This design comes from an exercise in tuning for small area on the open sky130 flow, not from production work. In this exercise RTL edits were held to simulation tests only and were not proved equivalent to the original. The clock port is modelled as an ideal driver, which makes a skipped or thinned clock tree look cheaper than it is; a real chip needs a root buffer or a tree. Power and IR drop assume default switching activity.

## design/flow/design.v

```verilog
module bte (
    input             clk,
    input             rst,            
    input             cmd_we,
    input      [31:0] cmd,
    input             i2c_ch_valid,
    input             spi_ch_valid,
    input      [7:0]  i2c_budget,     
    input      [7:0]  spi_budget,     
    output reg        res_done,
    output     [7:0]  res_status,
    output     [15:0] res_data,
    output            res_busy,
    output     [7:0]  res_retries,
    output            ch_req,
    output            ch_bus,         
    output     [1:0]  ch_kind,        
    output     [6:0]  ch_slave,
    output     [15:0] ch_buf,         
    output     [3:0]  ch_size,
    output     [7:0]  ch_opts,
    input             ch_ack,
    input      [7:0]  ch_st,
    input      [7:0]  ch_n,
    input      [15:0] ch_rdata,
    input             ch_busy
);
    localparam [3:0] W1  = 4'd0;    
    localparam [3:0] WP  = 4'd1;    
    localparam [3:0] R1  = 4'd2;    
    localparam [3:0] R2  = 4'd3;    
    localparam [3:0] SE  = 4'd4;    
    localparam [3:0] SO  = 4'd5;    
    localparam [3:0] SL  = 4'd6;    
    localparam [3:0] SD  = 4'd7;    
    localparam [3:0] SS  = 4'd8;    
    localparam [3:0] SB  = 4'd9;    
    localparam [3:0] SR  = 4'd10;   
    localparam [3:0] SX  = 4'd11;   
    localparam [3:0] QO  = 4'd12;   
    localparam [3:0] QL  = 4'd13;   
    localparam [3:0] QD  = 4'd14;   
    localparam [3:0] FIN = 4'd15;   
    reg        run;         
    reg [3:0]  st;
    reg [15:0] sdn;         
    wire [15:0] sd = ~sdn;  
    reg [7:0]  xan;         
    wire [7:0] xa = ~xan;   
    wire [4:0] hi5 = {xa[0], xa[6:4], xa[7]};
    wire [2:0] lo3 = xa[3:1];
    assign res_status  = {3'b000, xa[4:0]};
    wire   rd_end   = (st == R2) | (st == QD);
    wire   spi_poll = (st == SB) | (st == SR) | (st == SX);
    wire   poll_end = (st == WP) | spi_poll;
    assign res_data    = {(st == QD) ? sd[15:8] : 8'd0, rd_end ? sd[7:0] : 8'd0};
    assign res_busy    = spi_poll & xa[7];
    assign res_retries = poll_end ? sd[7:0] : 8'd0;
    assign ch_req   = run & (st != FIN);
    assign ch_bus   = st[3] | st[2];
    assign ch_slave = ch_bus ? 7'd0 : xa[6:0];
    reg [1:0] kind;
    reg [3:0] size;
    reg [3:0] opts;
    reg [7:0] b0, b1;
    always @(*) begin
        kind = 2'd0;
        size = 4'd0;
        opts = 4'h0;
        b0   = 8'h00;
        b1   = 8'h00;
        case (st)
            W1: begin size = 4'd2; opts = 4'h3; b0 = sd[15:8]; b1 = sd[7:0]; end
            WP: begin size = 4'd1; opts = 4'h5; b0 = sd[15:8]; end
            R1: begin size = 4'd1; opts = 4'h1; b0 = sd[15:8]; end
            R2: begin kind = 2'd1; size = 4'd1; opts = 4'h9; end
            SE: begin size = 4'd9; opts = 4'h7; b0 = 8'h9F; end
            SO: begin size = 4'd1; opts = 4'h2; b0 = {3'b101, hi5}; end
            SL: begin size = 4'd3; opts = 4'h1; b0 = {lo3, 5'd0}; end
            SD: begin size = 4'd2; opts = 4'h4; b0 = sd[7:0]; b1 = sd[15:8]; end
            SS: begin opts = 4'h2; end
            SB: begin kind = 2'd2; end
            SR: begin opts = 4'h4; end
            SX: begin size = 4'd9; opts = 4'h7; b0 = 8'h87; end
            QO: begin size = 4'd1; opts = 4'h2; b0 = {3'b110, hi5}; end
            QL: begin size = 4'd4; opts = 4'h1; b0 = {lo3, 5'd0}; end
            QD: begin kind = 2'd1; size = 4'd2; opts = 4'h4; end
            default: ;
        endcase
    end
    assign ch_kind = kind;
    assign ch_size = size;
    assign ch_opts = {4'h0, opts};
    assign ch_buf  = {b1, b0};
    wire [1:0] c_op = cmd[31:30];
    reg        c_legal;
    always @(*) begin
        case (c_op)
            2'd0:    c_legal = (cmd[22:19] == 4'd0);
            2'd1:    c_legal = (cmd[22:19] == 4'd0) && (cmd[7:0] == 8'd0);
            2'd2:    c_legal = (cmd[29:24] == 6'd0);
            default: c_legal = (cmd[29:24] == 6'd0) && (cmd[15:0] == 16'd0);
        endcase
    end
    wire c_chv = c_op[1] ? spi_ch_valid : i2c_ch_valid;
    wire c_ok  = c_legal & c_chv;
    reg [3:0] c_first;
    always @(*) begin
        case (c_op)
            2'd0:    c_first = W1;
            2'd1:    c_first = R1;
            2'd2:    c_first = SE;
            default: c_first = QO;
        endcase
    end
    wire st_zero  = (ch_st == 8'd0);
    wire st_known = (ch_st[7:5] == 3'd0) &&
                    ((ch_st[4:3] == 2'b00 && ch_st[2:0] != 3'd0 &&
                      ch_st[2:0] != 3'd1 && ch_st[2:0] != 3'd7) ||
                     ch_st[4:0] == 5'd18);
    wire n_ok   = (ch_n == {4'd0, size});
    wire eff_ok = st_zero & (n_ok | (st == SB));
    wire [4:0] eff = st_known ? ch_st[4:0] : (eff_ok ? 5'd0 : 5'd18);
    wire [7:0] retry_inc = sd[7:0] + 8'd1;
    wire [7:0] budget    = (st == WP) ? i2c_budget : spi_budget;
    wire       at_budget = (retry_inc == budget);
    reg last;
    always @(*) begin
        case (st)
            WP:      last = eff_ok | at_budget;
            R2, SX, QD: last = 1'b1;
            default: last = ~eff_ok;
        endcase
    end
    reg [3:0] st_next;
    always @(*) begin
        case (st)
            W1, WP:  st_next = WP;
            R1:      st_next = R2;
            SS:      st_next = SB;
            SB:      st_next = (ch_busy & ~at_budget) ? SB : SR;
            QO:      st_next = QL;
            QL:      st_next = QD;
            SE: st_next = SO; SO: st_next = SL; SL: st_next = SD; SD: st_next = SS; SR: st_next = SX;
            default: st_next = FIN;
        endcase
    end
    wire acc    = cmd_we & ~run;
    wire answer = ch_ack & ch_req;     
    wire finish = run & ((st == FIN) | (answer & last));
    always @(posedge clk) begin
        if (rst) begin
            run      <= 1'b0;
            res_done <= 1'b0;
        end else if (acc) begin
            run      <= 1'b1;
            res_done <= 1'b0;
        end else if (finish) begin
            run      <= 1'b0;
            res_done <= 1'b1;
        end
    end
    wire sd_rd  = (st == QD) | (st == R2);
    wire sd_inc = (st == WP) | (st == SB);
    wire sd_clr = (st == W1) | (st == SS);
    always @(posedge clk) begin
        if (acc | (answer & (sd_rd | sd_inc | sd_clr)))
            sdn[7:0] <= ~(({8{acc}} & cmd[7:0]) |
                          ({8{~acc & sd_rd}} & ch_rdata[7:0]) |
                          ({8{~acc & sd_inc}} & retry_inc));
        if (acc | (answer & sd_rd))
            sdn[15:8] <= ~(({8{acc}} & cmd[15:8]) |
                           ({8{~acc}} & ch_rdata[15:8]));
    end
    always @(posedge clk) begin
        if (acc) begin
            st       <= c_ok ? c_first : FIN;
            xan[0]   <= ~cmd[23];
            xan[3:1] <= ~(cmd[26:24] | cmd[18:16]);
            xan[6:4] <= ~(cmd[29:27] | cmd[22:20]);
            xan[7]   <= ~cmd[19];
            if (!c_ok)
                xan[4:0] <= c_legal ? ~5'd3 : ~5'd6;
        end else if (answer) begin
            if (last)
                xan[4:0] <= ~eff;
            else
                st <= st_next;
            if (st == SS)
                xan[7] <= 1'b1;
            else if (st == SB && st_zero)
                xan[7] <= ~ch_busy;
        end
    end
endmodule
```

## design/flow/flow/run.sh

```bash
#!/bin/bash
# The standard layout (standard.sh, same make targets and settings) with
# these changes:
#  - synthesis maps the logic with an area-oriented ABC script (flow/area.abc)
#    instead of ORFS's delay-oriented one; everything else in the synthesis
#    script, and the flip-flop mapping, is the standard flow's own (synth_recipe.tcl);
#  - the port buffers are the smallest buffer cell (buf_1);
#  - the clock tree uses clkbuf_4 and no dummy loads, sized for a few dozen
#    flip-flops;
#  - the constant outputs share synthesis's single tie cell
#    (SKIP_REPAIR_TIE_FANOUT) rather than one tie cell each;
#  - after CTS, the tree's root buffer is dropped and the clock port feeds
#    the four leaf buffers directly (flow/cts_post.tcl).
# Each tool's log stays under orfs/logs/; make's output goes to flow_make.log.
set -euo pipefail
here=$(pwd)
# synthesis script: synth_recipe.tcl with yosys's abc pass given our script
{
  head -n 1 synth_recipe.tcl
  cat <<'EOT'
proc abc {args} {
  set i [lsearch -exact $args -script]
  if { $i >= 0 } { lset args [expr { $i + 1 }] $::env(BTE_ABC_SCRIPT) }
  puts "abc pass given flow/area.abc: $args"
  yosys abc {*}$args
}
EOT
  tail -n +2 synth_recipe.tcl
} > synth_area.tcl
export BTE_ABC_SCRIPT="$here/flow/area.abc"
export SKIP_REPAIR_TIE_FANOUT=1
export POST_CTS_TCL="$here/flow/cts_post.tcl"
export BUFFER_PORTS_ARGS="-buffer_cell sky130_fd_sc_hd__buf_1"
export CTS_ARGS="-sink_clustering_enable -repair_clock_nets -root_buf sky130_fd_sc_hd__clkbuf_4 -buf_list sky130_fd_sc_hd__clkbuf_4 -dont_use_dummy_load"
sed "s#SYNTH_SCRIPT=[^ ]*#SYNTH_SCRIPT=$here/synth_area.tcl#" standard.sh > standard_area.sh
grep -q "SYNTH_SCRIPT=$here/synth_area.tcl" standard_area.sh
bash standard_area.sh finish > flow_make.log 2>&1
```

## design/flow/flow/area.abc

```
strash; &get -n; &deepsyn -J 20; &put; dc2; dch -f; amap -F 10 -A 40; topo
```

## design/flow/flow/cts_post.tcl

```tcl
set block [ord::get_db_block]
set root [$block findInst clkbuf_0_clk]
if { $root != "NULL" } {
  set in_net [[$root findITerm A] getNet]
  set out_net [[$root findITerm X] getNet]
  set sinks {}
  foreach it [$out_net getITerms] {
    if { [[$it getInst] getName] != [$root getName] } { lappend sinks $it }
  }
  if { [llength $sinks] <= 4 && [llength [$out_net getBTerms]] == 0 } {
    foreach it $sinks {
      $it disconnect
      $it connect $in_net
    }
    odb::dbInst_destroy $root
    odb::dbNet_destroy $out_net
    puts "cts_post: removed root buffer; clock port feeds [llength $sinks] leaf buffers"
  } else {
    puts "cts_post: root buffer kept ([llength $sinks] sinks)"
  }
}
```

## design/flow/standard.sh

```bash
#!/bin/bash
# synth_recipe.tcl (not shown) runs the flow's synth.tcl, then flattens the netlist and writes it again
# the make line also repeats each setting of config.mk as NAME=value (left out here)
make -C /OpenROAD-flow-scripts/flow DESIGN_CONFIG=/design/flow/config.mk WORK_HOME=/design/flow/orfs CLKGATE_MAP_FILE= SYNTH_SCRIPT=/design/flow/synth_recipe.tcl "${@:-finish}"
```

## design/flow/config.mk

```make
export PLATFORM = sky130hd
export DESIGN_NAME = bte
export DESIGN_NICKNAME = bte
export VERILOG_FILES = /design/flow/design.v
export SDC_FILE = /design/flow/constraint.sdc
export NUM_CORES = 4
export LEC_CHECK = 0
export CAP_MARGIN = 20
export CORE_MARGIN = 2
export CORE_UTILIZATION = 55
export SLEW_MARGIN = 20
```

## design/flow/constraint.sdc

```tcl
create_clock -name core_clock -period 10.0 [get_ports {clk}]
set_input_delay 2.0000 -clock core_clock [delete_from_list [all_inputs] [get_ports {clk}]]
set_output_delay 2.0000 -clock core_clock [all_outputs]
set_load 0.01 [all_outputs]
```

==> results.txt <==
-- per-stage QoR --
step                      worst slack (ns)  instance area (um^2)  total power [mW]  hold slack [ns]  std cells
final                                 5.05                  2910             0.286            0.461        502
after global routing                  4.43                  2910             0.299            0.495        502
after detailed placement              5.23                  2880             0.235            0.444        498
after global placement                5.37                  2880             0.233            0.438        498
after floorplan                       5.75                  2300             0.201            0.465        303
-- power by group through the flow --
stage / logic [mW] / registers, mW / clock network [mW]
3_5_place_dp: 0.0735 / 0.161 / 0
6_report: 0.0752 / 0.159 / 0.0519
3_3_place_gp: 0.0719 / 0.161 / 0
5_1_grt: 0.0841 / 0.159 / 0.0554
2_1_floorplan: 0.0439 / 0.157 / 0
-- registers in the layout (all words and copies together), names as in the netlist --
register	count
run	1
sdn	16
res_done	1
xan	8
st	4
-- worst max-delay path: stages (launching register included) --
cell and delay, ns:
edfxtp_1 0.47, nor2_1 0.20, clkinv_1 0.35, nor2_1 0.63, clkinv_1 0.43, o22a_1 0.28
nor2_1 0.09, a21oi_1 0.06, a2111oi_0 0.36, o211ai_1 0.17, a2111oi_0 0.59, nor3_1 0.09
a21oi_1 0.17, nor3_1 0.10, o21ai_0 0.58
-- layout by cell type, fill, tap and decap left out, types with 2 or more instances in the layout --
master,Yosys,routed
a211oi_1,2,2
a21oi_1,15,15
o22a_1,4,4
nor4_1,5,5
o221ai_1,3,3
a211o_1,3,3
a31o_1,2,2
nor3_1,12,12
nand3_1,4,4
clkbuf_4,0,4
o22ai_1,28,28
a2111oi_0,3,3
or4_1,6,6
a222oi_1,9,9
buf_1,0,152
o21ai_0,20,19
nand2_1,18,18
clkinv_1,36,36
a31oi_1,4,4
dfxtp_1,2,2
nor2_1,82,82
edfxtp_1,28,28
-- worst min-delay path by stage --
| stage | startpoint | cells after the start | slack, ns | to |
|---|---|---|---|---|
| 6_report | res_done | 2 | 0.46 | res_done |
| 3_5_place_dp | res_done | 2 | 0.44 | res_done |
| 3_3_place_gp | res_done | 2 | 0.44 | res_done |
| 5_1_grt | res_done | 2 | 0.50 | res_done |
| 2_1_floorplan | res_done | 2 | 0.47 | res_done |
-- layout make-up --
type                    instances  area share, %
flip-flops and latches         30           30.3
multi-input cells             230           42.2
clock buffers                   4           1.03
well taps                      50           2.15
inverters                      36           4.65
repair buffers                152           19.6
-- metal layers --
| metal | wire (um) | part of all wire [%] |
|---|---|---|
| met2 | 4030 | 48 |
| met4 | 132 | 1.6 |
| met1 | 3180 | 38 |
| met3 | 1070 | 13 |
| met5 | 0 | 0 |
-- logic make-up (layout without fill, tap and decap cells) --
group / Yosys count / count (layout) / share of synthesized area (%)
compound gates: 99 / 99 / 28.9
xor+xnor: 1 / 1 / 0.382
fa+ha+maj: 1 / 1 / 0.545
buf+inv: 43 / 192 / 8.17
flops: 30 / 30 / 38.4
other cells: 1 / 1 / 0.163
simple gates: 128 / 128 / 23.5
==> results.sh <==
export IMPL_status="timing/DRC/antenna clean"
export IMPL_finalMaxSlewViolations=0
export IMPL_vias_per_cell=6.09
export IMPL_clk_pin_slew_ns=0.08
export IMPL_synth_ff_latch_count=30
export IMPL_drive_gt1_share_pct=0.885
export IMPL_clk_latency_ns=0.17
export IMPL_powerDensity_nw_per_um2=98.4
export IMPL_grtUsageMet1_pct=49.9
export IMPL_r2r_start="st[2]"
export IMPL_rsz0062_at_grt="false"
export IMPL_drcViolationCount=0
export IMPL_synth_area_leaders="edfxtp_1, nor2_1, o22ai_1"
export IMPL_grt_overflow=0
export IMPL_row_count=23
export IMPL_synth_avg_cell_area_um2=7.58
export IMPL_yosys_cell_count_top_type="nor2_1"
export IMPL_grt_pass1_wl_um=12200
export IMPL_cp_start_kind="flop"
export IMPL_p_clk_share_pct=18.2
export IMPL_crit_type="reg2reg"
export IMPL_ys_flop_type="edfxtp_1"
export IMPL_synth_edf_count=28
export IMPL_port_buffers=152
export IMPL_clock_sinks=30
export IMPL_leakage_nw=0.918
export IMPL_reg2reg_slack_ns=5.05
export IMPL_postRouteAntennaNets=0
export IMPL_p_seq_share_pct=55.6
export IMPL_hold_path_class="reg2reg"
export IMPL_fin_crit_sh_pct=49.5
export IMPL_reg2reg_to="xan[2]"
export IMPL_fmax_mhz=202
export IMPL_top_usage_layer="met2"
export IMPL_initial_utilization_pct=57.4
export IMPL_netSwitchingFraction_pct=31.9
export IMPL_startpoint="st[2]"
export IMPL_dpl_hpwl_um=6700
export IMPL_layout_min_cycle_time_ns=4.95
export IMPL_synth_top_area_share_pct=36.6
export IMPL_combPwrFrac_pct=26.3
export IMPL_slew_headroom_pct=47.0
export IMPL_peakVddDrop_v=0.0000921
export IMPL_diodes=0
export IMPL_fill_cells=360
export IMPL_regArea_um2=881
export IMPL_synth_commonest_cells="nor2_1, clkinv_1, edfxtp_1, o22ai_1, o21ai_0"
export IMPL_vias=3058
export IMPL_switching_power_mw=0.0911
export IMPL_ys_warn_count=1
export IMPL_grt_use_met2_pct=56.1
export IMPL_antenna_found_initial=0
export IMPL_grt_max_degree=25
export IMPL_internal_power_mw=0.195
export IMPL_ioPinCount=160
export IMPL_crit_arrival_ns=4.74
export IMPL_netlist_instances=303
export IMPL_critPathCapture="xan[2]"
export IMPL_crit_path_max_fanout=13
export IMPL_die_y_um=68.6
export IMPL_synth_net_count=391
export IMPL_fp_coreArea_um2=4000
export IMPL_drt_pre_antenna_iters=6
export IMPL_synth_area_leader_cell="edfxtp_1"
export IMPL_wl_per_cell_um=16.8
export IMPL_setup_worst_path_end_class="flop"
export IMPL_utilization_pct=72.7
export IMPL_async_reset_ff_share_pct=0
export IMPL_syn_area_um2=2300
export IMPL_multiInputGateArea_um2=1230
export IMPL_setup_tns_ns=0
export IMPL_yosys_cell_types_count=31
export IMPL_grt_pass1_vias=2550
export IMPL_cp_data_required_time_ns=9.79
export IMPL_fin_nets=542
export IMPL_setup_viol=0
export IMPL_final_setup_skew_ns=0.0287
export IMPL_drt_wl_total_um=8410
export IMPL_reg2reg_depth=14
export IMPL_die_area_um2=4710
export IMPL_die_x_um=68.6
export IMPL_drtIter0Drc=398
export IMPL_tightest_slew_ns=0.789
export IMPL_grt_util_met3_pct=6.66
export IMPL_drv_cap=0
export IMPL_syn2layout_area_growth_pct=26.6
export IMPL_finalHoldViolCount=0
export IMPL_place_congestion=0.935
export IMPL_grt_use_total_pct=35.5
export IMPL_yosysSeqAreaShare_pct=38.4

[re-timing with driven ports]
In the flow no input, the clock included, has a driving cell. The finished layout below was timed again as built, in two steps.
Step 1, drivers: a clkbuf_16 drives clk and a buf_2 each remaining input, both assumed.
Step 2, shift: input delay + t, output delay - t, t = (earliest + latest rising clock arrival at the registers) / 2. This alone moves slack from input paths to output paths.
a / b / c = ideal ports / drivers / drivers and shift; a / b = the first two.
shift t [ns]: 0.198
setup slack, ns: 5.053 / 5.053 / 5.053
hold WS [ns]: 0.461 / 0.461 / 0.461
After both steps this run still meets setup and hold. The setup slack of this run moves by 0.000 ns with the drivers and by 0.000 ns with both steps.
